From an optimization exercise on the open Yosys and OpenROAD flow, aimed at small area, a short achievable clock period and few clock cycles per item; shortcuts taken in it are not production practice. Function was checked by simulation only, so behaviour that the tests miss may differ from the original.

==> flow/design.v, too long to show whole: its modules and the start of the top module <==
// module fp_rnd: 28 lines
// module fp_add_align: 29 lines
// module fp_add_sum: 9 lines
// module fp_add_norm: 26 lines
// module fp_mul_tree: 3279 lines
// module fp_div: 90 lines
// module fpu: 215 lines
// module fp_prenorm: 19 lines
module fpu (
    input  wire        clk,
    input  wire        rst,
    input  wire        in_valid,
    output wire        in_ready,
    input  wire [3:0]  op,
    input  wire [31:0] a,
    input  wire [31:0] b,
    output reg         out_valid,
    output reg  [31:0] y,
    output reg         fault
);
  // ...
==> flow/run.sh <==
#!/bin/bash
# synth_recipe.tcl (not shown) runs the flow's synth.tcl, then flattens the netlist and writes it again
# the make line also repeats each setting of config.mk as NAME=value (left out here)
make -C /OpenROAD-flow-scripts/flow DESIGN_CONFIG=/design/flow/config.mk WORK_HOME=/design/flow/orfs CLKGATE_MAP_FILE= SYNTH_SCRIPT=/design/flow/synth_recipe.tcl finish
==> flow/config.mk <==
export PLATFORM = sky130hd
export DESIGN_NAME = fpu
export DESIGN_NICKNAME = fpu
export VERILOG_FILES = /design/flow/design.v
export SDC_FILE = /design/flow/constraint.sdc
export NUM_CORES = 4
export LEC_CHECK = 0
export ABC_CLOCK_PERIOD_IN_PS = 4000
export CAP_MARGIN = 20
export CORE_MARGIN = 2
export CORE_UTILIZATION = 50
export SLEW_MARGIN = 20
==> flow/constraint.sdc <==
create_clock -name core_clock -period 17.0 [get_ports {clk}]
set_input_delay 3.4000 -clock core_clock [delete_from_list [all_inputs] [get_ports {clk}]]
set_output_delay 3.4000 -clock core_clock [all_outputs]
set_load 0.01 [all_outputs]
==> qor.txt, run 1 <==
status: no timing/DRC/antenna violations
mux share of post-synthesis cell area: 0.04638
antenna-violating nets left: 0
Min Hold Slack: 0.3034 ns
area of the multi-input gates: 43,800 um^2
fin area: 75,830 um^2
met2 wire length: 98,700 um
utilization after layout: 0.5502
DRC Markers: 0
fraction of area in multi-input gates: 0.5775
largest reg by FF count: dl_y
Core ar.: 137,800 um^2
number of gates resized after CTS: 0
launch point of the worst path: u_div.wc[24]
largest family of logic cells by synthesized area: adder cells
post-detailed-routing wire length: 220,400 um
Max stage delay cell, worst path: xnor2_4
setup TNS: 0 ns
Tot GR Track Use: 0.3094
Clock-cell share: 0.04643
met3 GRT Util: 0.05228
max FFs per register: 192
Seq/total area: 0.2729
number of global-route vias before repair: 55,270
Top Registers: dl_y: 192 flops, p0_2: 47 flops, p1_2: 46 flops
clk sink count: 920
GRT busiest layer: met2
FF-to-FF End: u_div.ws[11]
clock tree buffer depth: 3
HPWL Detailed: 163,600 um
Testbench counts, summed over its fixed seeds: cycles 12,687, items 9,600.
==> module fp_rnd, before the edit <==
module fp_rnd (
    input  wire              sign,
    input  wire signed [10:0] be,
    input  wire              den,
    input  wire [4:0]        rs,
    input  wire [25:0]       m,
    input  wire              sticky,
    output reg  [31:0]       y
);
    reg [25:0] md;
    reg        st;
    reg [24:0] r;
    reg        rnd;
    reg signed [10:0] bef;
    always @* begin
        md  = m >> rs;
        st  = sticky | |(m & ~(26'h3FFFFFF << rs));
        rnd = md[1] & (md[0] | st | md[2]);
        r   = {1'b0, md[25:2]} + {24'd0, rnd};
        bef = be + {10'd0, r[24]};
        if (den)
            y = {sign, 7'd0, r[23], r[22:0]};
        else if (bef >= 11'sd255)
            y = {sign, 8'hFF, 23'd0};
        else
            y = {sign, bef[7:0], r[22:0]};
    end
endmodule
==> module fp_add_align, before the edit <==
module fp_add_align (
    input  wire [31:0] a,
    input  wire [31:0] b,
    output wire [23:0] m1,       
    output reg  [26:0] m2al,     
    output wire [7:0]  e1,       
    output wire        sres,
    output wire        effsub
);
    wire [7:0] ea = a[30:23], eb = b[30:23];
    wire [7:0] eaf = (ea == 8'd0) ? 8'd1 : ea;
    wire [7:0] ebf = (eb == 8'd0) ? 8'd1 : eb;
    wire [23:0] ma = {ea != 8'd0, a[22:0]};
    wire [23:0] mb = {eb != 8'd0, b[22:0]};
    wire swap = a[30:0] < b[30:0];
    wire [7:0] dab = eaf - ebf;
    wire [7:0] dba = ebf - eaf;
    wire [7:0] d8 = swap ? dba : dab;
    wire [4:0] d = (d8 > 8'd31) ? 5'd31 : d8[4:0];
    wire [23:0] m2 = swap ? ma : mb;
    assign m1 = swap ? mb : ma;
    assign e1 = swap ? ebf : eaf;
    assign sres = swap ? b[31] : a[31];
    assign effsub = a[31] ^ b[31];
    wire [26:0] m2x = {m2, 3'b000};
    always @* begin
        m2al = (m2x >> d) | {26'd0, |(m2x & ~(27'h7FFFFFF << d))};
    end
endmodule
==> module fp_div, before the edit <==
module fp_div #(
    parameter R = 4,
    parameter K = 7
) (
    input  wire              clk,
    input  wire              rst,
    input  wire              load,
    input  wire [23:0]       na,
    input  wire [23:0]       nb,
    input  wire signed [9:0] ediff,    
    input  wire              sign,
    output wire              ready,    
    output wire [31:0]       y
);
    localparam N = R * K;
    reg [3:0]          cnt;
    reg [27:0]         ws, wc;
    reg [23:0]         dv;
    reg [N-1:0]        qp, qn;
    reg signed [9:0]   ex;
    reg                sg;
    assign ready = (cnt <= 4'd1);
    wire [27:0] dd = {3'b000, dv, 1'b0};
    integer i;
    reg [27:0] s, c, s2, c2, x;
    reg [3:0]  est;
    reg        pos, neg;
    reg [R-1:0] qpi, qni;
    always @* begin
        s = ws;
        c = wc;
        for (i = 0; i < R; i = i + 1) begin
            s2  = {s[26:0], 1'b0};
            c2  = {c[26:0], 1'b0};
            est = s2[27:24] + c2[27:24];
            pos = !est[3];
            neg = est[3] && (est != 4'hF);
            x   = pos ? ~dd : (neg ? dd : 28'd0);
            s   = s2 ^ c2 ^ x;
            c   = {((s2 & c2) | (s2 & x) | (c2 & x)), pos} ;
            qpi[R-1-i] = pos;
            qni[R-1-i] = neg;
        end
    end
    reg [27:0]        pq;
    reg               prem;
    reg signed [9:0]  pex;
    reg               psg;
    wire [27:0] w    = ws + wc;
    wire        wneg = w[27];
    wire [27:0] wd   = w + dd;
    wire        rnz  = wneg ? (wd != 28'd0) : (w != 28'd0);
    wire [27:0] qv   = qp - qn - {27'd0, wneg};
    always @(posedge clk) begin
        if (rst) begin
            cnt <= 4'd0;
        end else if (load) begin
            cnt <= K + 1;
        end else if (cnt != 4'd0) begin
            cnt <= cnt - 4'd1;
        end
        if (load) begin
            ws <= {4'd0, na};
            wc <= 28'd0;
            dv <= nb;
            ex <= ediff;
            sg <= sign;
        end else if (cnt >= 4'd2) begin
            ws <= s;
            wc <= c;
            qp <= {qp[N-R-1:0], qpi};
            qn <= {qn[N-R-1:0], qni};
        end
        if (cnt == 4'd1) begin
            pq   <= qv;
            prem <= rnz;
            pex  <= ex;
            psg  <= sg;
        end
    end
    wire signed [10:0] be  = $signed({pex[9], pex}) + (pq[27] ? 11'sd127 : 11'sd126);
    wire               den = (be <= 11'sd0);
    wire signed [10:0] rsw = 11'sd1 - be;
    wire [4:0]         rs  = !den ? 5'd0 : (rsw > 11'sd31) ? 5'd31 : rsw[4:0];
    wire [25:0]        m   = pq[27] ? pq[27:2] : pq[26:1];
    wire               st  = prem | (pq[27] ? |pq[1:0] : pq[0]);
    fp_rnd u_rnd (
        .sign(psg), .be(be), .den(den), .rs(rs), .m(m), .sticky(st), .y(y)
    );
endmodule
==> module fpu, before the edit <==
module fpu (
    input  wire        clk,
    input  wire        rst,
    input  wire        in_valid,
    output wire        in_ready,
    input  wire [3:0]  op,
    input  wire [31:0] a,
    input  wire [31:0] b,
    output reg         out_valid,
    output reg  [31:0] y,
    output reg         fault
);
    localparam [3:0] OP_ADD = 4'd0, OP_SUB = 4'd1, OP_MUL = 4'd2, OP_DIV = 4'd3,
                     OP_XOR = 4'd4, OP_AND = 4'd5, OP_FROMBITS = 4'd6,
                     OP_TOBITS = 4'd7, OP_FLIPSIGN = 4'd12;
    localparam [31:0] QNAN = 32'h7FC00000;
    localparam K = 7;                
    localparam R = 4;                
    localparam NDL = K - 2;          
    reg        v0;
    reg [3:0]  op0;
    reg [31:0] a0, b0;
    reg        div0;
    wire       div_ready;
    wire       go0 = v0 && (!div0 || div_ready);
    assign in_ready = !v0 || go0;
    always @(posedge clk) begin
        if (rst) v0 <= 1'b0;
        else if (in_ready) v0 <= in_valid;
        if (in_ready) begin
            op0  <= op;
            a0   <= a;
            b0   <= b;
            div0 <= (op == OP_DIV);
        end
    end
    wire is_add = (op0 == OP_ADD) || (op0 == OP_SUB);
    wire is_mul = (op0 == OP_MUL);
    wire is_div = div0;
    wire [31:0] bf = (op0 == OP_SUB) ? {~b0[31], b0[30:0]} : b0;
    wire [7:0]  ea = a0[30:23], eb = b0[30:23];
    wire a_nan  = (ea == 8'hFF) && (a0[22:0] != 0);
    wire b_nan  = (eb == 8'hFF) && (b0[22:0] != 0);
    wire a_inf  = (ea == 8'hFF) && (a0[22:0] == 0);
    wire b_inf  = (eb == 8'hFF) && (b0[22:0] == 0);
    wire a_zero = (a0[30:0] == 31'd0);
    wire b_zero = (b0[30:0] == 31'd0);
    wire sx     = a0[31] ^ b0[31];
    reg        ey_use, ey_fault;
    reg [31:0] ey;
    always @* begin
        ey_use   = 1'b1;
        ey_fault = 1'b0;
        ey       = 32'd0;
        case (op0)
            OP_ADD, OP_SUB: begin
                if (a_nan)                 ey = a0;
                else if (b_nan)            ey = bf;
                else if (a_inf && b_inf)   ey = (a0[31] == bf[31]) ? a0 : QNAN;
                else if (a_inf)            ey = a0;
                else if (b_inf)            ey = bf;
                else if (a_zero && b_zero) ey = (a0[31] == bf[31]) ? a0 : 32'd0;
                else if (a_zero)           ey = bf;
                else if (b_zero)           ey = a0;
                else                       ey_use = 1'b0;
            end
            OP_MUL: begin
                if (a_nan)                 ey = a0;
                else if (b_nan)            ey = b0;
                else if (a_inf || b_inf)   ey = (a_zero || b_zero) ? QNAN : {sx, 8'hFF, 23'd0};
                else if (a_zero || b_zero) ey = {sx, 31'd0};
                else                       ey_use = 1'b0;
            end
            OP_DIV: begin
                if (a_nan)                 ey = a0;
                else if (b_nan)            ey = b0;
                else if (a_inf)            ey = b_inf ? QNAN : {sx, 8'hFF, 23'd0};
                else if (b_inf)            ey = {sx, 31'd0};
                else if (b_zero)           ey = a_zero ? QNAN : {sx, 8'hFF, 23'd0};
                else if (a_zero)           ey = {sx, 31'd0};
                else                       ey_use = 1'b0;
            end
            OP_XOR:                 ey = a0 ^ b0;
            OP_AND:                 ey = a0 & b0;
            OP_FROMBITS, OP_TOBITS: ey = a0;
            OP_FLIPSIGN:            ey = {~a0[31], a0[30:0]};
            default:                ey_fault = 1'b1;
        endcase
    end
    wire [23:0] na, nb;
    wire signed [9:0] xa, xb;
    fp_prenorm u_pna (.e(ea), .f(a0[22:0]), .n(na), .x(xa));
    fp_prenorm u_pnb (.e(eb), .f(b0[22:0]), .n(nb), .x(xb));
    wire [23:0] am1;
    wire [26:0] am2;
    wire [7:0]  ae1;
    wire        asres, aeffsub;
    fp_add_align u_aal (
        .a(a0), .b(bf), .m1(am1), .m2al(am2), .e1(ae1), .sres(asres), .effsub(aeffsub)
    );
    wire [31:0] div_y;
    fp_div #(.R(R), .K(K)) u_div (
        .clk(clk), .rst(rst), .load(go0 && div0),
        .na(na), .nb(nb), .ediff(xa - xb), .sign(sx),
        .ready(div_ready), .y(div_y)
    );
    reg        v1, add1, div1, use1, flt1, sg1;
    reg [31:0] ey1;
    reg [23:0] na1, nb1;
    reg signed [9:0] xs1;
    reg [23:0] am1_1;
    reg [26:0] am2_1;
    reg [7:0]  ae1_1;
    reg        aeff1;
    always @(posedge clk) begin
        if (rst) v1 <= 1'b0;
        else     v1 <= go0;
        add1 <= is_add;
        div1 <= is_div;
        use1 <= ey_use;
        flt1 <= ey_fault;
        ey1  <= ey;
        sg1  <= is_add ? asres : sx;
        na1  <= na;
        nb1  <= nb;
        xs1  <= xa + xb;
        am1_1 <= am1;
        am2_1 <= am2;
        ae1_1 <= ae1;
        aeff1 <= aeffsub;
    end
    wire [47:0] p0, p1;
    fp_mul_tree u_mt (.x(na1), .y(nb1), .p0(p0), .p1(p1));
    wire [27:0] asum;
    fp_add_sum u_as (.m1(am1_1), .m2al(am2_1), .effsub(aeff1), .sum(asum));
    reg        v2, add2, div2, use2, flt2, sg2;
    reg [31:0] ey2;
    reg [47:0] p0_2, p1_2;
    reg signed [10:0] mbe2;      
    reg [27:0] asum2;
    reg [7:0]  ae1_2;
    always @(posedge clk) begin
        if (rst) v2 <= 1'b0;
        else     v2 <= v1;
        add2 <= add1;
        div2 <= div1;
        use2 <= use1;
        flt2 <= flt1;
        ey2  <= ey1;
        sg2  <= sg1;
        p0_2 <= p0;
        p1_2 <= p1;
        mbe2 <= $signed({xs1[9], xs1}) + 11'sd127;
        asum2 <= asum;
        ae1_2 <= ae1_1;
    end
    wire [47:0] prod = p0_2 + p1_2;
    wire        ph   = prod[47];
    wire [25:0] mm   = ph ? prod[47:22] : prod[46:21];
    wire        mst  = ph ? |prod[21:0] : |prod[20:0];
    wire signed [10:0] mbe = mbe2 + {10'd0, ph};
    wire        mden = (mbe <= 11'sd0);
    wire signed [10:0] mrsw = 11'sd1 - mbe;
    wire [4:0]  mrs  = !mden ? 5'd0 : (mrsw > 11'sd31) ? 5'd31 : mrsw[4:0];
    wire [25:0] am;
    wire        ast, aden, azero;
    wire signed [10:0] abe;
    wire [4:0]  ars;
    fp_add_norm u_an (
        .sum(asum2), .e1(ae1_2), .m(am), .sticky(ast), .be(abe), .den(aden),
        .rs(ars), .zero(azero)
    );
    reg        v3, div3, use3, flt3, sg3, den3, st3, zero3;
    reg [31:0] ey3;
    reg [25:0] m3;
    reg signed [10:0] be3;
    reg [4:0]  rs3;
    always @(posedge clk) begin
        if (rst) v3 <= 1'b0;
        else     v3 <= v2;
        div3  <= div2;
        use3  <= use2;
        flt3  <= flt2;
        ey3   <= ey2;
        sg3   <= sg2;
        m3    <= add2 ? am : mm;
        st3   <= add2 ? ast : mst;
        be3   <= add2 ? abe : mbe;
        den3  <= add2 ? aden : mden;
        rs3   <= add2 ? ars : mrs;
        zero3 <= add2 && azero;
    end
    wire [31:0] ry;
    fp_rnd u_rnd (
        .sign(sg3), .be(be3), .den(den3), .rs(rs3), .m(m3), .sticky(st3), .y(ry)
    );
    reg [NDL:0] dl_v, dl_d, dl_f;
    reg [31:0]  dl_y [0:NDL];
    integer j;
    always @(posedge clk) begin
        if (rst) dl_v <= 0;
        else     dl_v <= {dl_v[NDL-1:0], v3};
        dl_d <= {dl_d[NDL-1:0], div3 && !use3};
        dl_f <= {dl_f[NDL-1:0], flt3};
        dl_y[0] <= use3 ? ey3 : (zero3 ? 32'd0 : ry);
        for (j = 1; j <= NDL; j = j + 1)
            dl_y[j] <= dl_y[j-1];
    end
    always @(posedge clk) begin
        if (rst) out_valid <= 1'b0;
        else     out_valid <= dl_v[NDL];
        y     <= dl_d[NDL] ? div_y : dl_y[NDL];
        fault <= dl_f[NDL];
    end
endmodule
==> inputs of run 2 (changes only) <==
--- a/flow/design.v
+++ b/flow/design.v
@@ -9,21 +9,24 @@
 );
     reg [25:0] md;
     reg        st;
+    reg [23:0] kept;
     reg [24:0] r;
     reg        rnd;
-    reg signed [10:0] bef;
+    wire [10:0] be1 = be + 11'sd1;
+    wire        ov0 = (be >= 11'sd255);
+    wire        ov1 = (be >= 11'sd254);
     always @* begin
-        md  = m >> rs;
-        st  = sticky | |(m & ~(26'h3FFFFFF << rs));
-        rnd = md[1] & (md[0] | st | md[2]);
-        r   = {1'b0, md[25:2]} + {24'd0, rnd};
-        bef = be + {10'd0, r[24]};
+        md   = m >> rs;
+        st   = sticky | |(m & ~(26'h3FFFFFF << rs));
+        kept = md[25:2];
+        rnd  = md[1] & (md[0] | st | md[2]);
+        r    = rnd ? ({1'b0, kept} + 25'd1) : {1'b0, kept};
         if (den)
             y = {sign, 7'd0, r[23], r[22:0]};
-        else if (bef >= 11'sd255)
+        else if (r[24] ? ov1 : ov0)
             y = {sign, 8'hFF, 23'd0};
         else
-            y = {sign, bef[7:0], r[22:0]};
+            y = {sign, r[24] ? be1[7:0] : be[7:0], r[22:0]};
     end
 endmodule
 module fp_add_align (
@@ -41,19 +44,27 @@
     wire [23:0] ma = {ea != 8'd0, a[22:0]};
     wire [23:0] mb = {eb != 8'd0, b[22:0]};
     wire swap = a[30:0] < b[30:0];
-    wire [7:0] dab = eaf - ebf;
-    wire [7:0] dba = ebf - eaf;
-    wire [7:0] d8 = swap ? dba : dab;
-    wire [4:0] d = (d8 > 8'd31) ? 5'd31 : d8[4:0];
-    wire [23:0] m2 = swap ? ma : mb;
+    wire [8:0] dab = {1'b0, eaf} - {1'b0, ebf};
+    wire [8:0] dba = {1'b0, ebf} - {1'b0, eaf};
+    wire [4:0] sab = (dab > 9'd31) ? 5'd31 : dab[4:0];
+    wire [4:0] sba = (dba > 9'd31) ? 5'd31 : dba[4:0];
+    integer i;
+    reg [4:0] tza, tzb;
+    always @* begin
+        tza = 5'd24;
+        tzb = 5'd24;
+        for (i = 23; i >= 0; i = i - 1) begin
+            if (ma[i]) tza = i;
+            if (mb[i]) tzb = i;
+        end
+    end
+    wire [26:0] mbs = ({mb, 3'b000} >> sab) | {26'd0, ({1'b0, sab} > {1'b0, tzb} + 6'd3)};
+    wire [26:0] mas = ({ma, 3'b000} >> sba) | {26'd0, ({1'b0, sba} > {1'b0, tza} + 6'd3)};
     assign m1 = swap ? mb : ma;
     assign e1 = swap ? ebf : eaf;
     assign sres = swap ? b[31] : a[31];
     assign effsub = a[31] ^ b[31];
-    wire [26:0] m2x = {m2, 3'b000};
-    always @* begin
-        m2al = (m2x >> d) | {26'd0, |(m2x & ~(27'h7FFFFFF << d))};
-    end
+    always @* m2al = swap ? mas : mbs;
 endmodule
 module fp_add_sum (
     input  wire [23:0] m1,
@@ -3370,93 +3381,132 @@
     assign p1[47] = 1'b0;
 endmodule
 module fp_div #(
-    parameter R = 4,
-    parameter K = 7
+    parameter R = 5,
+    parameter K = 5
 ) (
     input  wire              clk,
     input  wire              rst,
-    input  wire              load,
-    input  wire [23:0]       na,
-    input  wire [23:0]       nb,
+    input  wire              start,
+    input  wire [23:0]       na,       
+    input  wire [23:0]       nb,       
+    input  wire              alb,      
     input  wire signed [9:0] ediff,    
     input  wire              sign,
-    output wire              ready,    
+    output wire              busy,     
     output wire [31:0]       y
 );
-    localparam N = R * K;
-    reg [3:0]          cnt;
+    localparam N = R * K;              
+    reg [2:0]          cnt;            
     reg [27:0]         ws, wc;
     reg [23:0]         dv;
+    reg                dp, dn;         
     reg [N-1:0]        qp, qn;
     reg signed [9:0]   ex;
     reg                sg;
-    assign ready = (cnt <= 4'd1);
-    wire [27:0] dd = {3'b000, dv, 1'b0};
+    assign busy = (cnt > 3'd1);
+    wire [27:0] s0  = start ? (alb ? {3'd0, na, 1'b0} : {4'd0, na}) : ws;
+    wire [27:0] c0  = start ? 28'd0 : wc;
+    wire [23:0] d0  = start ? nb : dv;
+    wire        p0  = start ? 1'b1 : dp;
+    wire        n0  = start ? 1'b0 : dn;
+    wire [27:0] dd  = {3'b000, d0, 1'b0};
+    function [1:0] sel;                
+        input [3:0] a, b;
+        reg [3:0] e;
+        begin
+            e   = a + b;
+            sel = {~e[3], e[3] & ~(&e)};
+        end
+    endfunction
     integer i;
-    reg [27:0] s, c, s2, c2, x;
-    reg [3:0]  est;
+    reg [27:0] s, c, s2, c2, x, sp, cp, sz, cz, sn, cn, mp, mz, mn, mx;
     reg        pos, neg;
+    reg [1:0]  qa, qz, qm;
     reg [R-1:0] qpi, qni;
     always @* begin
-        s = ws;
-        c = wc;
+        s   = s0;
+        c   = c0;
+        pos = p0;
+        neg = n0;
         for (i = 0; i < R; i = i + 1) begin
-            s2  = {s[26:0], 1'b0};
-            c2  = {c[26:0], 1'b0};
-            est = s2[27:24] + c2[27:24];
-            pos = !est[3];
-            neg = est[3] && (est != 4'hF);
-            x   = pos ? ~dd : (neg ? dd : 28'd0);
-            s   = s2 ^ c2 ^ x;
-            c   = {((s2 & c2) | (s2 & x) | (c2 & x)), pos} ;
             qpi[R-1-i] = pos;
             qni[R-1-i] = neg;
+            s2 = {s[26:0], 1'b0};
+            c2 = {c[26:0], 1'b0};
+            sp = s2 ^ c2 ^ ~dd;
+            mp = (s2 & c2) | ((s2 | c2) & ~dd);
+            cp = {mp[26:0], 1'b1};
+            sz = s2 ^ c2;
+            mz = s2 & c2;
+            cz = {mz[26:0], 1'b0};
+            sn = s2 ^ c2 ^ dd;
+            mn = (s2 & c2) | ((s2 | c2) & dd);
+            cn = {mn[26:0], 1'b0};
+            qa = sel(sp[26:23], cp[26:23]);
+            qz = sel(sz[26:23], cz[26:23]);
+            qm = sel(sn[26:23], cn[26:23]);
+            x  = pos ? ~dd : (neg ? dd : 28'd0);
+            s  = s2 ^ c2 ^ x;
+            mx = (s2 & c2) | ((s2 | c2) & x);
+            c  = {mx[26:0], pos};
+            {pos, neg} = pos ? qa : (neg ? qm : qz);
         end
     end
-    reg [27:0]        pq;
-    reg               prem;
-    reg signed [9:0]  pex;
-    reg               psg;
-    wire [27:0] w    = ws + wc;
-    wire        wneg = w[27];
-    wire [27:0] wd   = w + dd;
-    wire        rnz  = wneg ? (wd != 28'd0) : (w != 28'd0);
-    wire [27:0] qv   = qp - qn - {27'd0, wneg};
+    wire run = start || (cnt != 3'd0);
     always @(posedge clk) begin
         if (rst) begin
-            cnt <= 4'd0;
-        end else if (load) begin
-            cnt <= K + 1;
-        end else if (cnt != 4'd0) begin
-            cnt <= cnt - 4'd1;
+            cnt <= 3'd0;
+        end else if (start) begin
+            cnt <= K - 1;
+        end else if (cnt != 3'd0) begin
+            cnt <= cnt - 3'd1;
         end
-        if (load) begin
-            ws <= {4'd0, na};
-            wc <= 28'd0;
-            dv <= nb;
-            ex <= ediff;
-            sg <= sign;
-        end else if (cnt >= 4'd2) begin
+        if (run) begin
             ws <= s;
             wc <= c;
+            dp <= pos;
+            dn <= neg;
             qp <= {qp[N-R-1:0], qpi};
             qn <= {qn[N-R-1:0], qni};
         end
-        if (cnt == 4'd1) begin
-            pq   <= qv;
-            prem <= rnz;
-            pex  <= ex;
-            psg  <= sg;
+        if (start) begin
+            dv <= nb;
+            ex <= alb ? ediff - 10'sd1 : ediff;
+            sg <= sign;
         end
     end
-    wire signed [10:0] be  = $signed({pex[9], pex}) + (pq[27] ? 11'sd127 : 11'sd126);
-    wire               den = (be <= 11'sd0);
-    wire signed [10:0] rsw = 11'sd1 - be;
-    wire [4:0]         rs  = !den ? 5'd0 : (rsw > 11'sd31) ? 5'd31 : rsw[4:0];
-    wire [25:0]        m   = pq[27] ? pq[27:2] : pq[26:1];
-    wire               st  = prem | (pq[27] ? |pq[1:0] : pq[0]);
+    wire        fin = !start && (cnt == 3'd0);
+    reg [N-1:0] p1q;
+    reg         p1neg, p1nz, p1nzd;
+    reg signed [9:0] p1ex;
+    reg         p1sg;
+    wire [27:0] ddv = {3'b000, dv, 1'b0};
+    wire [27:0] w   = ws + wc;
+    always @(posedge clk) begin
+        p1q   <= qp - qn;
+        p1neg <= w[27];
+        p1nz  <= (w != 28'd0);
+        p1nzd <= ((ws + wc + ddv) != 28'd0);
+        p1ex  <= ex;
+        p1sg  <= sg;
+    end
+    reg [N-1:0]       p2q;
+    reg               p2st, p2den, p2ov0, p2ov1;
+    reg [4:0]         p2rs;
+    reg signed [10:0] p2be;
+    reg               p2sg;
+    wire signed [10:0] be2  = $signed({p1ex[9], p1ex}) + 11'sd127;
+    wire signed [10:0] rsw2 = 11'sd1 - be2;
+    always @(posedge clk) begin
+        p2q   <= p1q - {24'd0, p1neg};
+        p2st  <= p1neg ? p1nzd : p1nz;
+        p2den <= (be2 <= 11'sd0);
+        p2rs  <= (be2 > 11'sd0) ? 5'd0 : (rsw2 > 11'sd31) ? 5'd31 : rsw2[4:0];
+        p2be  <= be2;
+        p2sg  <= p1sg;
+    end
     fp_rnd u_rnd (
-        .sign(psg), .be(be), .den(den), .rs(rs), .m(m), .sticky(st), .y(y)
+        .sign(p2sg), .be(p2be), .den(p2den), .rs(p2rs), .m({p2q, 1'b0}), .sticky(p2st), .y(y)
     );
 endmodule
 module fpu (
@@ -3475,15 +3525,16 @@
                      OP_XOR = 4'd4, OP_AND = 4'd5, OP_FROMBITS = 4'd6,
                      OP_TOBITS = 4'd7, OP_FLIPSIGN = 4'd12;
     localparam [31:0] QNAN = 32'h7FC00000;
-    localparam K = 7;                
-    localparam R = 4;                
-    localparam NDL = K - 2;          
+    localparam K = 5;                
+    localparam R = 5;                
+    localparam NDL = K - 1;          
     reg        v0;
     reg [3:0]  op0;
     reg [31:0] a0, b0;
     reg        div0;
-    wire       div_ready;
-    wire       go0 = v0 && (!div0 || div_ready);
+    wire       div_busy;
+    reg        v1, div1;
+    wire       go0 = v0 && (!div0 || !(div_busy || (v1 && div1)));
     assign in_ready = !v0 || go0;
     always @(posedge clk) begin
         if (rst) v0 <= 1'b0;
@@ -3559,13 +3610,8 @@
     fp_add_align u_aal (
         .a(a0), .b(bf), .m1(am1), .m2al(am2), .e1(ae1), .sres(asres), .effsub(aeffsub)
     );
-    wire [31:0] div_y;
-    fp_div #(.R(R), .K(K)) u_div (
-        .clk(clk), .rst(rst), .load(go0 && div0),
-        .na(na), .nb(nb), .ediff(xa - xb), .sign(sx),
-        .ready(div_ready), .y(div_y)
-    );
-    reg        v1, add1, div1, use1, flt1, sg1;
+    reg        add1, use1, flt1, sg1, alb1;
+    reg signed [9:0] xd1;
     reg [31:0] ey1;
     reg [23:0] na1, nb1;
     reg signed [9:0] xs1;
@@ -3585,11 +3631,23 @@
         na1  <= na;
         nb1  <= nb;
         xs1  <= xa + xb;
+        xd1  <= xa - xb;
+        alb1 <= na < nb;
         am1_1 <= am1;
         am2_1 <= am2;
         ae1_1 <= ae1;
         aeff1 <= aeffsub;
     end
+    wire [31:0] div_y;
+    fp_div #(.R(R), .K(K)) u_div (
+        .clk(clk), .rst(rst), .start(v1 && div1),
+        .na(na1), .nb(nb1), .alb(alb1), .ediff(xd1), .sign(sg1),
+        .busy(div_busy), .y(div_y)
+    );
+    wire signed [10:0] mbl = $signed({xs1[9], xs1}) + 11'sd127;
+    wire signed [10:0] mbh = $signed({xs1[9], xs1}) + 11'sd128;
+    wire signed [10:0] mrl = 11'sd1 - mbl;
+    wire signed [10:0] mrh = 11'sd1 - mbh;
     wire [47:0] p0, p1;
     fp_mul_tree u_mt (.x(na1), .y(nb1), .p0(p0), .p1(p1));
     wire [27:0] asum;
@@ -3597,7 +3655,9 @@
     reg        v2, add2, div2, use2, flt2, sg2;
     reg [31:0] ey2;
     reg [47:0] p0_2, p1_2;
-    reg signed [10:0] mbe2;      
+    reg signed [10:0] mbe2, mbh2;
+    reg        mdl2, mdh2;
+    reg [4:0]  mrl2, mrh2;
     reg [27:0] asum2;
     reg [7:0]  ae1_2;
     always @(posedge clk) begin
@@ -3611,7 +3671,12 @@
         sg2  <= sg1;
         p0_2 <= p0;
         p1_2 <= p1;
-        mbe2 <= $signed({xs1[9], xs1}) + 11'sd127;
+        mbe2 <= mbl;
+        mbh2 <= mbh;
+        mdl2 <= (mbl <= 11'sd0);
+        mdh2 <= (mbh <= 11'sd0);
+        mrl2 <= (mbl > 11'sd0) ? 5'd0 : (mrl > 11'sd31) ? 5'd31 : mrl[4:0];
+        mrh2 <= (mbh > 11'sd0) ? 5'd0 : (mrh > 11'sd31) ? 5'd31 : mrh[4:0];
         asum2 <= asum;
         ae1_2 <= ae1_1;
     end
@@ -3619,10 +3684,9 @@
     wire        ph   = prod[47];
     wire [25:0] mm   = ph ? prod[47:22] : prod[46:21];
     wire        mst  = ph ? |prod[21:0] : |prod[20:0];
-    wire signed [10:0] mbe = mbe2 + {10'd0, ph};
-    wire        mden = (mbe <= 11'sd0);
-    wire signed [10:0] mrsw = 11'sd1 - mbe;
-    wire [4:0]  mrs  = !mden ? 5'd0 : (mrsw > 11'sd31) ? 5'd31 : mrsw[4:0];
+    wire signed [10:0] mbe = ph ? mbh2 : mbe2;
+    wire        mden = ph ? mdh2 : mdl2;
+    wire [4:0]  mrs  = ph ? mrh2 : mrl2;
     wire [25:0] am;
     wire        ast, aden, azero;
     wire signed [10:0] abe;
--- a/flow/config.mk
+++ b/flow/config.mk
@@ -8,5 +8,5 @@
 export ABC_CLOCK_PERIOD_IN_PS = 4000
 export CAP_MARGIN = 20
 export CORE_MARGIN = 2
-export CORE_UTILIZATION = 50
+export CORE_UTILIZATION = 55
 export SLEW_MARGIN = 20
==> run 2 against run 1 <==
- critical path type unchanged
- clock skew up 0.024 ns
- non-clock buffer count grew 49
- global-route usage up 4.9 points
- maximum frequency rose by 3.3%
- die area fell by 1.3%
- wire length is 16% higher
- setup slack better by 0.41 ns
- still clean on timing, DRC and antenna
- utilization rose by 5.4 points
==> qor.txt, run 2 <==
status: no timing/DRC/antenna violations (unchanged)
crit share post-route: 0.7157 (was 0.7397)
CTS buffer count: 101 (was 100)
Site Rows: 135 (was 136)
Hold Path Class: flop to flop (unchanged)
wire per inst: 25.14 um (was 23.08 um)
worst endpoint required time: 17.44 ns (was 17.46 ns)
Tot GR Track Use: 0.3589 (was 0.3094)
highest net fanout along the worst path: 29 (unchanged)
min-delay src: u_div.ex[9] (was ae1_1[6])
initial antenna violation count: 27 (was 14)
Syn. warnings: 7 (unchanged)
Crit. End Element: flop (unchanged)
utilization after layout: 0.6041 (was 0.5502)
initial core utilization: 0.5556 (was 0.5048)
Reg2Reg Setup Slack: 4.83 ns (was 4.43 ns)
layout cells sized above 1: 0.06306 (was 0.06273)
hold-fix buffers at CTS: 0 (unchanged)
max FFs per register: 160 (was 192)
initial drt markers: 5,943 (was 5,179)
commonest non-fill, non-tap cells in the layout: inv_1, dfxtp_1, nand2_1 (was inv_1, nand2_1, dfxtp_1)
Final nets: 9,425 (was 8,694)
Syn Inst Count: 8,320 (was 7,757)
library cells used by synthesis: 100 (was 115)
Clk Latency, worst-skew pair: 0.76 ns (was 0.72 ns)
htree depth: 3 (unchanged)
number of gates resized after CTS: 0 (unchanged)
Worst setup SP type: flop (unchanged)
top_reg_cell synth: dfxtp_1 (unchanged)
max-slew violations: 0 (unchanged)
via/cell ratio: 6.080 (was 5.822)
DRT Pass-1 Iters: 6 (unchanged)
Layout Cells excl Fill: 10,130 (was 9,547)
largest reg by FF count: dl_y (unchanged)
mapped cell area: 75,550 um^2 (was 69,570 um^2)
clk sink count: 953 (was 920)
skew final: 0.06157 ns (was 0.03807 ns)
top-count cell post-synth: inv_1 (unchanged)
Top cell by count, worst path: inv_1
Top Registers: dl_y: 160 flops, p0_2: 47 flops, p1_2: 46 flops (was dl_y: 192 flops, p0_2: 47 flops, p1_2: 46 flops)
final hold vios: 0 (unchanged)
number of global-route vias before repair: 60,720 (was 55,270)
# fillers: 11,830 (was 12,620)
Max-slew headroom: 0.1461 (was 0.2094)
critical path arrival: 12.61 ns (was 13.03 ns)
post-synth top area share: 0.2038 (was 0.2003)
DRC Markers: 0 (unchanged)
CP Class: flop to flop (unchanged)
antenna-violating nets left: 0 (unchanged)
Placed Area: 78,500 um^2 (was 72,300 um^2)
Remaining Overflow, GRT: 0 (unchanged)
Worst-path clk slew: 0.06 ns (was 0.07 ns)
max-cap viol count: 0 (unchanged)
CTS tree: yes (unchanged)
leading post-synthesis cells by cell area: dfxtp_1, fa_1, ha_1 (was dfxtp_1, fa_1, edfxtp_1)
clock tree buffer depth: 3 (unchanged)
Cells after DPL: 9,933 (was 9,354)
Core ar.: 136,000 um^2 (was 137,800 um^2)
pin count of the biggest net entering global routing: 101 (was 72)
Max stage delay cell, worst path: dfxtp_1 (was xnor2_4)
post-detailed-routing wire length: 254,700 um (was 220,400 um)
cell taking the most area after synthesis: dfxtp_1 (unchanged)
io pins: 106 (unchanged)
Post-synth EDFFs: 184 (was 224)
number of setup buffers added after CTS: 0 (unchanged)
via count: 61,590 (was 55,580)
die area: 140,300 um^2 (was 142,100 um^2)
most frequent cells after synthesis: inv_1, dfxtp_1, nand2_1 (was inv_1, nand2_1, dfxtp_1)
Final GP Congestion: 0.9883 (was 0.9724)
Finish-stage setup viols: 0 (unchanged)
crit-path max cell delay: 0.79 ns (was 0.81 ns)
min Tclk post-route: 12.17 ns (was 12.57 ns)
RSZ-0062 raised after global routing: no (unchanged)
area delta synth->final: 8.714% (was 8.997%)
launch point of the worst path: div1 (was u_div.wc[24])
commonest non-fill, non-tap cell in the layout: inv_1 (unchanged)
syn_nets: 9,490 (was 8,789)
die height: 374.6 um (was 377.0 um)
Seq/Total Area, Yosys: 0.2769 (was 0.2970)
setup TNS: 0 ns (unchanged)
Die X: 374.6 um (was 377.0 um)
Async S/R FF share, synth: 0 (unchanged)
number of port buffers: 105 (unchanged)
FF-to-FF Start: div1 (was u_div.wc[24])
fin area: 82,140 um^2 (was 75,830 um^2)
syn_area_per_cell: 9.081 um^2 (was 8.969 um^2)
HPWL Detailed: 190,200 um (was 163,600 um)
CTS root buf: clkbuf_16 (unchanged)
Max Fclk: 82.19 MHz (was 79.52 MHz)
first-pass GRT wire length: 380,300 um (was 336,100 um)
flops & latches, synth: 953 (was 920)
worst-margin pin slew: 1.277 ns (was 1.186 ns)
-- run 2: metal layers --
layer	GRT usage	part of all wire	up-vias
met5	0	0.00054	-
met4	0.1643	0.053	22
met3	0.08566	0.099	722
met2	0.5558	0.44	2988
met1	0.4761	0.41	30150
li1	-	-	27710
-- run 2: path summary, 6_finish.rpt --
path	end	depth (start not counted)
max	u_div.dn	41
min	u_div.p1ex[9]	0
max reg2reg	u_div.dn	41
min reg2reg	u_div.p1ex[9]	0
-- run 2: logic make-up (layout without fill, tap and decap cells) --
group | Yosys count | count (layout) | synth area share
buffers and inverters | 1527 | 1548 | 0.07707
adders and majority gates | 1100 | 1100 | 0.2461
xor gates and xnor gates | 334 | 334 | 0.03908
other | 0 | 8 | 0
and+or+nand+nor | 2350 | 2350 | 0.1545
muxes | 462 | 462 | 0.07179
DFF | 953 | 953 | 0.2769
AOI/OAI and AO/OA | 1594 | 1594 | 0.1345
-- run 2: stage by stage --
step | setup slack [ns] | hold WS (ns)
after global placement | 4.581 | 0.3099
final | 4.832 | 0.2863
after global routing | 4.104 | 0.3077
after detailed placement | 4.923 | 0.3121
after CTS | 4.886 | 0.2899
after floorplan | 5.322 | 0.3096
-- run 2: layout make-up --
cell class	instances	area, um^2	share of cell area
clock buffers	133	2858	0.03479
clock inverters	56	760.7	0.009262
multi-input cells	5840	48970	0.5962
repair buffers	265	2252	0.02742
flip-flops and latches	953	20940	0.2550
inverters	1094	4106	0.05000
diodes	8	20.02	0.0002437
well taps	1781	2228	0.02713
-- run 2: worst max-delay path: cells and delay by family, from the launching register on --
family,cells,cell delay (ns)
compound gates,10,2.24
xor+xnor,3,0.40
fa+ha+maj,9,3.88
buf+inv,10,2.42
flops,1,0.79
mux,3,0.52
simple gates,6,1.56
Testbench counts of run 2, summed over its fixed seeds: cycles 10,851, items 9,600.
==> inputs of run 3 (changes only) <==
--- a/flow/design.v
+++ b/flow/design.v
@@ -46,8 +46,10 @@
     wire swap = a[30:0] < b[30:0];
     wire [8:0] dab = {1'b0, eaf} - {1'b0, ebf};
     wire [8:0] dba = {1'b0, ebf} - {1'b0, eaf};
-    wire [4:0] sab = (dab > 9'd31) ? 5'd31 : dab[4:0];
-    wire [4:0] sba = (dba > 9'd31) ? 5'd31 : dba[4:0];
+    wire [4:0] sab = dab[4:0];
+    wire [4:0] sba = dba[4:0];
+    wire       bab = |dab[7:5];
+    wire       bba = |dba[7:5];
     integer i;
     reg [4:0] tza, tzb;
     always @* begin
@@ -58,8 +60,8 @@
             if (mb[i]) tzb = i;
         end
     end
-    wire [26:0] mbs = ({mb, 3'b000} >> sab) | {26'd0, ({1'b0, sab} > {1'b0, tzb} + 6'd3)};
-    wire [26:0] mas = ({ma, 3'b000} >> sba) | {26'd0, ({1'b0, sba} > {1'b0, tza} + 6'd3)};
+    wire [26:0] mbs = bab ? 27'd1 : (({mb, 3'b000} >> sab) | {26'd0, ({1'b0, sab} > {1'b0, tzb} + 6'd3)});
+    wire [26:0] mas = bba ? 27'd1 : (({ma, 3'b000} >> sba) | {26'd0, ({1'b0, sba} > {1'b0, tza} + 6'd3)});
     assign m1 = swap ? mb : ma;
     assign e1 = swap ? ebf : eaf;
     assign sres = swap ? b[31] : a[31];
@@ -3393,23 +3395,24 @@
     input  wire signed [9:0] ediff,    
     input  wire              sign,
     output wire              busy,     
+    output wire              busy_nx,  
     output wire [31:0]       y
 );
     localparam N = R * K;              
-    reg [2:0]          cnt;            
+    reg [3:0]          cnt;            
     reg [27:0]         ws, wc;
     reg [23:0]         dv;
     reg                dp, dn;         
     reg [N-1:0]        qp, qn;
     reg signed [9:0]   ex;
     reg                sg;
-    assign busy = (cnt > 3'd1);
-    wire [27:0] s0  = start ? (alb ? {3'd0, na, 1'b0} : {4'd0, na}) : ws;
-    wire [27:0] c0  = start ? 28'd0 : wc;
-    wire [23:0] d0  = start ? nb : dv;
-    wire        p0  = start ? 1'b1 : dp;
-    wire        n0  = start ? 1'b0 : dn;
-    wire [27:0] dd  = {3'b000, d0, 1'b0};
+    assign busy = (cnt > 4'd1);
+    assign busy_nx = start ? 1'b1 : (cnt > 4'd2);
+    wire [27:0] s0  = ws;
+    wire [27:0] c0  = wc;
+    wire        p0  = dp;
+    wire        n0  = dn;
+    wire [27:0] dd  = {3'b000, dv, 1'b0};
     function [1:0] sel;                
         input [3:0] a, b;
         reg [3:0] e;
@@ -3452,43 +3455,58 @@
             {pos, neg} = pos ? qa : (neg ? qm : qz);
         end
     end
-    wire run = start || (cnt != 3'd0);
+    reg [27:0]       wsf, wcf;
+    reg [23:0]       dvf;
+    reg signed [9:0] exf;
+    reg              sgf;
+    wire run = (cnt != 4'd0);
     always @(posedge clk) begin
         if (rst) begin
-            cnt <= 3'd0;
+            cnt <= 4'd0;
         end else if (start) begin
-            cnt <= K - 1;
-        end else if (cnt != 3'd0) begin
-            cnt <= cnt - 3'd1;
+            cnt <= K;
+        end else if (cnt != 4'd0) begin
+            cnt <= cnt - 4'd1;
         end
-        if (run) begin
+        if (start) begin
+            ws <= alb ? {3'd0, na, 1'b0} : {4'd0, na};
+            wc <= 28'd0;
+            dp <= 1'b1;
+            dn <= 1'b0;
+            dv <= nb;
+            ex <= alb ? ediff - 10'sd1 : ediff;
+            sg <= sign;
+        end else if (run) begin
             ws <= s;
             wc <= c;
             dp <= pos;
             dn <= neg;
+        end
+        if (run) begin
             qp <= {qp[N-R-1:0], qpi};
             qn <= {qn[N-R-1:0], qni};
         end
-        if (start) begin
-            dv <= nb;
-            ex <= alb ? ediff - 10'sd1 : ediff;
-            sg <= sign;
+        if (cnt == 4'd1) begin
+            wsf <= s;
+            wcf <= c;
+            dvf <= dv;
+            exf <= ex;
+            sgf <= sg;
         end
     end
-    wire        fin = !start && (cnt == 3'd0);
-    reg [N-1:0] p1q;
+        reg [N-1:0] p1q;
     reg         p1neg, p1nz, p1nzd;
     reg signed [9:0] p1ex;
     reg         p1sg;
-    wire [27:0] ddv = {3'b000, dv, 1'b0};
-    wire [27:0] w   = ws + wc;
+    wire [27:0] ddv = {3'b000, dvf, 1'b0};
+    wire [27:0] w   = wsf + wcf;
     always @(posedge clk) begin
         p1q   <= qp - qn;
         p1neg <= w[27];
         p1nz  <= (w != 28'd0);
-        p1nzd <= ((ws + wc + ddv) != 28'd0);
-        p1ex  <= ex;
-        p1sg  <= sg;
+        p1nzd <= ((wsf + wcf + ddv) != 28'd0);
+        p1ex  <= exf;
+        p1sg  <= sgf;
     end
     reg [N-1:0]       p2q;
     reg               p2st, p2den, p2ov0, p2ov1;
@@ -3498,15 +3516,18 @@
     wire signed [10:0] be2  = $signed({p1ex[9], p1ex}) + 11'sd127;
     wire signed [10:0] rsw2 = 11'sd1 - be2;
     always @(posedge clk) begin
-        p2q   <= p1q - {24'd0, p1neg};
+        p2q   <= p1q - {{(N-1){1'b0}}, p1neg};
         p2st  <= p1neg ? p1nzd : p1nz;
         p2den <= (be2 <= 11'sd0);
         p2rs  <= (be2 > 11'sd0) ? 5'd0 : (rsw2 > 11'sd31) ? 5'd31 : rsw2[4:0];
         p2be  <= be2;
         p2sg  <= p1sg;
     end
+    wire [N+1:0] p2x  = {p2q, 2'b00};
+    wire [25:0]  p2m  = p2x[N+1:N-24];
+    wire         p2lo = |p2x[N-25:0];
     fp_rnd u_rnd (
-        .sign(p2sg), .be(p2be), .den(p2den), .rs(p2rs), .m({p2q, 1'b0}), .sticky(p2st), .y(y)
+        .sign(p2sg), .be(p2be), .den(p2den), .rs(p2rs), .m(p2m), .sticky(p2st | p2lo), .y(y)
     );
 endmodule
 module fpu (
@@ -3525,20 +3546,28 @@
                      OP_XOR = 4'd4, OP_AND = 4'd5, OP_FROMBITS = 4'd6,
                      OP_TOBITS = 4'd7, OP_FLIPSIGN = 4'd12;
     localparam [31:0] QNAN = 32'h7FC00000;
-    localparam K = 5;                
-    localparam R = 5;                
+    localparam K = 9;                
+    localparam R = 3;                
     localparam NDL = K - 1;          
     reg        v0;
     reg [3:0]  op0;
     reg [31:0] a0, b0;
     reg        div0;
-    wire       div_busy;
+    wire       div_busy, div_busy_nx;
     reg        v1, div1;
-    wire       go0 = v0 && (!div0 || !(div_busy || (v1 && div1)));
-    assign in_ready = !v0 || go0;
+    wire       go0 = v0 && (!div0 || !div_busy);
+    reg        rdy;
+    assign in_ready = rdy;
+    wire       nv0   = rdy ? in_valid : v0;
+    wire       ndiv0 = rdy ? (op == OP_DIV) : div0;
     always @(posedge clk) begin
-        if (rst) v0 <= 1'b0;
-        else if (in_ready) v0 <= in_valid;
+        if (rst) begin
+            v0  <= 1'b0;
+            rdy <= 1'b1;
+        end else begin
+            if (in_ready) v0 <= in_valid;
+            rdy <= !(nv0 && ndiv0 && div_busy_nx);
+        end
         if (in_ready) begin
             op0  <= op;
             a0   <= a;
@@ -3610,8 +3639,13 @@
     fp_add_align u_aal (
         .a(a0), .b(bf), .m1(am1), .m2al(am2), .e1(ae1), .sres(asres), .effsub(aeffsub)
     );
-    reg        add1, use1, flt1, sg1, alb1;
-    reg signed [9:0] xd1;
+    wire [31:0] div_y;
+    fp_div #(.R(R), .K(K)) u_div (
+        .clk(clk), .rst(rst), .start(go0 && div0),
+        .na(na), .nb(nb), .alb(na < nb), .ediff(xa - xb), .sign(sx),
+        .busy(div_busy), .busy_nx(div_busy_nx), .y(div_y)
+    );
+    reg        add1, use1, flt1, sg1;
     reg [31:0] ey1;
     reg [23:0] na1, nb1;
     reg signed [9:0] xs1;
@@ -3631,19 +3665,11 @@
         na1  <= na;
         nb1  <= nb;
         xs1  <= xa + xb;
-        xd1  <= xa - xb;
-        alb1 <= na < nb;
         am1_1 <= am1;
         am2_1 <= am2;
         ae1_1 <= ae1;
         aeff1 <= aeffsub;
     end
-    wire [31:0] div_y;
-    fp_div #(.R(R), .K(K)) u_div (
-        .clk(clk), .rst(rst), .start(v1 && div1),
-        .na(na1), .nb(nb1), .alb(alb1), .ediff(xd1), .sign(sg1),
-        .busy(div_busy), .y(div_y)
-    );
     wire signed [10:0] mbl = $signed({xs1[9], xs1}) + 11'sd127;
     wire signed [10:0] mbh = $signed({xs1[9], xs1}) + 11'sd128;
     wire signed [10:0] mrl = 11'sd1 - mbl;
==> run 3 against run 2 <==
- still clean
- register-to-register slack better by 4.4 ns
- via count up 2.3%
- setup slack improved by 4.4 ns
- non-clock buffer count fell by 33
- global-route usage decreased by 1.7 points
- utilization hardly changed
- maximum frequency rose by 56%
- design area up 5.6%
- cell count is 2.3% higher
- critical path type unchanged
- highest routed layer unchanged
==> qor.txt, run 3 <==
status: no timing/DRC/antenna violations (unchanged)
Worst-path clk slew: 0.06 ns (about the same)
Syn. warnings: 7 (unchanged)
Max-slew headroom: 0.2418 (was 0.1461)
CP Class: flop to flop (unchanged)
max-cap viol count: 0 (unchanged)
HPWL Detailed: 190,600 um (was 190,200 um)
top-count cell post-synth: inv_1 (unchanged)
highest net fanout along the worst path: 22 (was 29)
flops & latches, synth: 1,181 (was 953)
Final nets: 9,426 (was 9,425)
initial antenna violation count: 18 (was 27)
htree depth: 4 (was 3)
Finish-stage setup viols: 0 (unchanged)
max FFs per register: 288 (was 160)
commonest non-fill, non-tap cells in the layout: inv_1, dfxtp_1, nand2_1 (unchanged)
Cells after DPL: 10,120 (was 9,933)
Top Registers: dl_y: 288 flops, p0_2: 47 flops, p1_2: 46 flops (was dl_y: 160 flops, p0_2: 47 flops, p1_2: 46 flops)
CTS buffer count: 130 (was 101)
pin count of the biggest net entering global routing: 84 (was 101)
most frequent cells after synthesis: inv_1, dfxtp_1, nand2_1 (unchanged)
Remaining Overflow, GRT: 0 (unchanged)
number of port buffers: 105 (unchanged)
Site Rows: 139 (was 135)
leading post-synthesis cells by cell area: dfxtp_1, fa_1, edfxtp_1 (was dfxtp_1, fa_1, ha_1)
CP bufs+invs: 0 (was 10)
area delta synth->final: 9.114% (was 8.714%)
Async S/R FF share, synth: 0 (unchanged)
largest reg by FF count: dl_y (unchanged)
wire per inst: 24.48 um (was 25.14 um)
via count: 63,000 (was 61,590)
Seq/Total Area, Yosys: 0.3317 (was 0.2769)
skew final: 0.04586 ns (was 0.06157 ns)
first-pass GRT wire length: 382,000 um (was 380,300 um)
library cells used by synthesis: 110 (was 100)
syn_nets: 9,499 (was 9,490)
mapped cell area: 79,490 um^2 (was 75,550 um^2)
number of global-route vias before repair: 61,590 (was 60,720)
Die X: 384.2 um (was 374.6 um)
Tot GR Track Use: 0.3416 (was 0.3589)
initial drt markers: 6,096 (was 5,943)
final hold vios: 0 (unchanged)
critical path arrival: 8.28 ns (was 12.61 ns)
CTS root buf: clkbuf_16 (unchanged)
die height: 384.2 um (was 374.6 um)
commonest non-fill, non-tap cell in the layout: inv_1 (unchanged)
worst-margin pin slew: 1.127 ns (was 1.277 ns)
hold-fix buffers at CTS: 0 (unchanged)
Max stage delay cell, worst path: nor3_1 (was dfxtp_1)
Hold Path Class: flop to flop (unchanged)
initial core utilization: 0.5540 (was 0.5556)
min Tclk post-route: 7.776 ns (was 12.17 ns)
antenna-violating nets left: 0 (unchanged)
RSZ-0062 raised after global routing: no (unchanged)
clock tree buffer depth: 3 (unchanged)
DRT Pass-1 Iters: 8 (was 6)
number of setup buffers added after CTS: 0 (unchanged)
syn_area_per_cell: 9.440 um^2 (was 9.081 um^2)
Worst setup SP type: flop (unchanged)
post-synth top area share: 0.2289 (was 0.2038)
top_reg_cell synth: dfxtp_1 (unchanged)
Final GP Congestion: 0.9673 (was 0.9883)
DRC Markers: 0 (unchanged)
layout cells sized above 1: 0.07132 (was 0.06306)
setup TNS: 0 ns (unchanged)
Max Fclk: 128.6 MHz (was 82.19 MHz)
crit-path max cell delay: 0.92 ns (was 0.79 ns)
clk sink count: 1,181 (was 953)
io pins: 106 (unchanged)
Layout Cells excl Fill: 10,360 (was 10,130)
Post-synth EDFFs: 272 (was 184)
crit share post-route: 0.4574 (was 0.7157)
die area: 147,600 um^2 (was 140,300 um^2)
max-slew violations: 0 (unchanged)
post-detailed-routing wire length: 253,600 um (was 254,700 um)
Top cell by count, worst path: a21o_1 (was inv_1)
Clk Latency, worst-skew pair: 0.80 ns (was 0.76 ns)
Min Hold Slack: 0.3153 ns (was 0.2863 ns)
worst-path cell chain: nor4_1, nand3_1, nor3_1, nand2_1, nand2_1, nor2_1, or2_2, ha_1, a21o_1, a21o_1, a21o_1, a21o_1, a21o_1, a221oi_1, o221a_2, nand2_1, a2111oi_0, o21ai_0
Core ar.: 143,500 um^2 (was 136,000 um^2)
CTS tree: yes (unchanged)
via/cell ratio: 6.081 (was 6.080)
Top delay family on crit path: simple AND/OR/NAND/NOR gates (was adder cells)
Crit. End Element: flop (unchanged)
Syn Inst Count: 8,420 (was 8,320)
# fillers: 12,360 (was 11,830)
utilization after layout: 0.6045 (was 0.6041)
cell taking the most area after synthesis: dfxtp_1 (unchanged)
number of gates resized after CTS: 0 (unchanged)
worst endpoint required time: 17.50 ns (was 17.44 ns)
## run 3: logic make-up (layout without fill, tap and decap cells)
kind of cell,after synthesis,count (layout),synth area share
simple gates,2344,2344,0.1469
compound gates,1851,1851,0.1559
buf+inv,1416,1451,0.06890
flops,1181,1181,0.3317
fa+ha+maj,1009,1009,0.2139
xor+xnor,319,319,0.03515
mux,300,300,0.04757
other cells,0,2,0
## run 3: final cells by class
class,instances,area (um^2),share of cell area
multi-input cells,5823,47720,0.5502
flip-flops and latches,1181,26400,0.3043
clock buffers,170,3691,0.04256
inverters,979,3677,0.04240
well taps,1903,2381,0.02745
repair buffers,232,2004,0.02311
clock inverters,70,854.6,0.009853
diodes,2,5.005,0.00005770
## run 3: final timing paths
| kind | startpoint | depth (start not counted) | slack (ns) | endpoint |
|---|---|---|---|---|
| setup reg to reg | a0[25] | 18 | 9.22 | u_div.ws[23] |
| hold reg to reg | dl_y[0][24] | 0 | 0.32 | dl_y[1][24] |
| setup / recovery | a0[25] | 18 | 9.22 | u_div.ws[23] |
| hold / removal | dl_y[0][24] | 0 | 0.32 | dl_y[1][24] |
## run 3: per-layer routing
layer | track usage | part of all wire | vias to the layer above
met5 | 0.0009747 | 0.00036 | -
met2 | 0.5287 | 0.45 | 2912
met3 | 0.06625 | 0.086 | 537
met1 | 0.4654 | 0.42 | 30910
met4 | 0.1519 | 0.047 | 14
li1 | - | - | 28630
## run 3: through the flow
stage | worst slack (ns) | cell area (um^2)
2_1_floorplan | 10.87 | 79490
3_3_place_gp | 9.683 | 82170
3_5_place_dp | 9.558 | 82180
4_1_cts | 9.435 | 86720
5_1_grt | 8.669 | 86730
6_report | 9.224 | 86730
Testbench counts of run 3, summed over its fixed seeds: cycles 13,447, items 9,600.

## separate check: timing with driven ports
In the flow no input, the clock included, has a driving cell. The finished layouts below were timed again as built, in two steps. Step 1 (the two cells are an assumption about what drives the block):
set clk [get_ports {clk}]
set_driving_cell -lib_cell sky130_fd_sc_hd__clkbuf_16 $clk
set_driving_cell -lib_cell sky130_fd_sc_hd__buf_2 [delete_from_list [all_inputs] $clk]
Step 2, shift: input delay + t, output delay - t, t = (earliest + latest rising clock arrival at the registers) / 2. This alone moves slack from input paths to output paths. a / b / c = ideal ports / drivers / drivers and shift; a / b = the first two.
| run | shift t [ns] | setup WS [ns] | worst hold slack (ns) | worst setup path after step 2 |
|---|---|---|---|---|
| run 1 | 0.792 | 4.425 / 4.425 / 4.425 | 0.303 / 0.303 / 0.303 | register to register |
| run 2 | 0.818 | 4.832 / 4.832 / 4.832 | 0.286 / 0.286 / 0.286 | register to register |
| run 3 | 0.854 | 9.224 / 9.224 / 9.224 | 0.315 / 0.315 / 0.315 | register to register |
After both steps setup and hold are still met in every run listed.
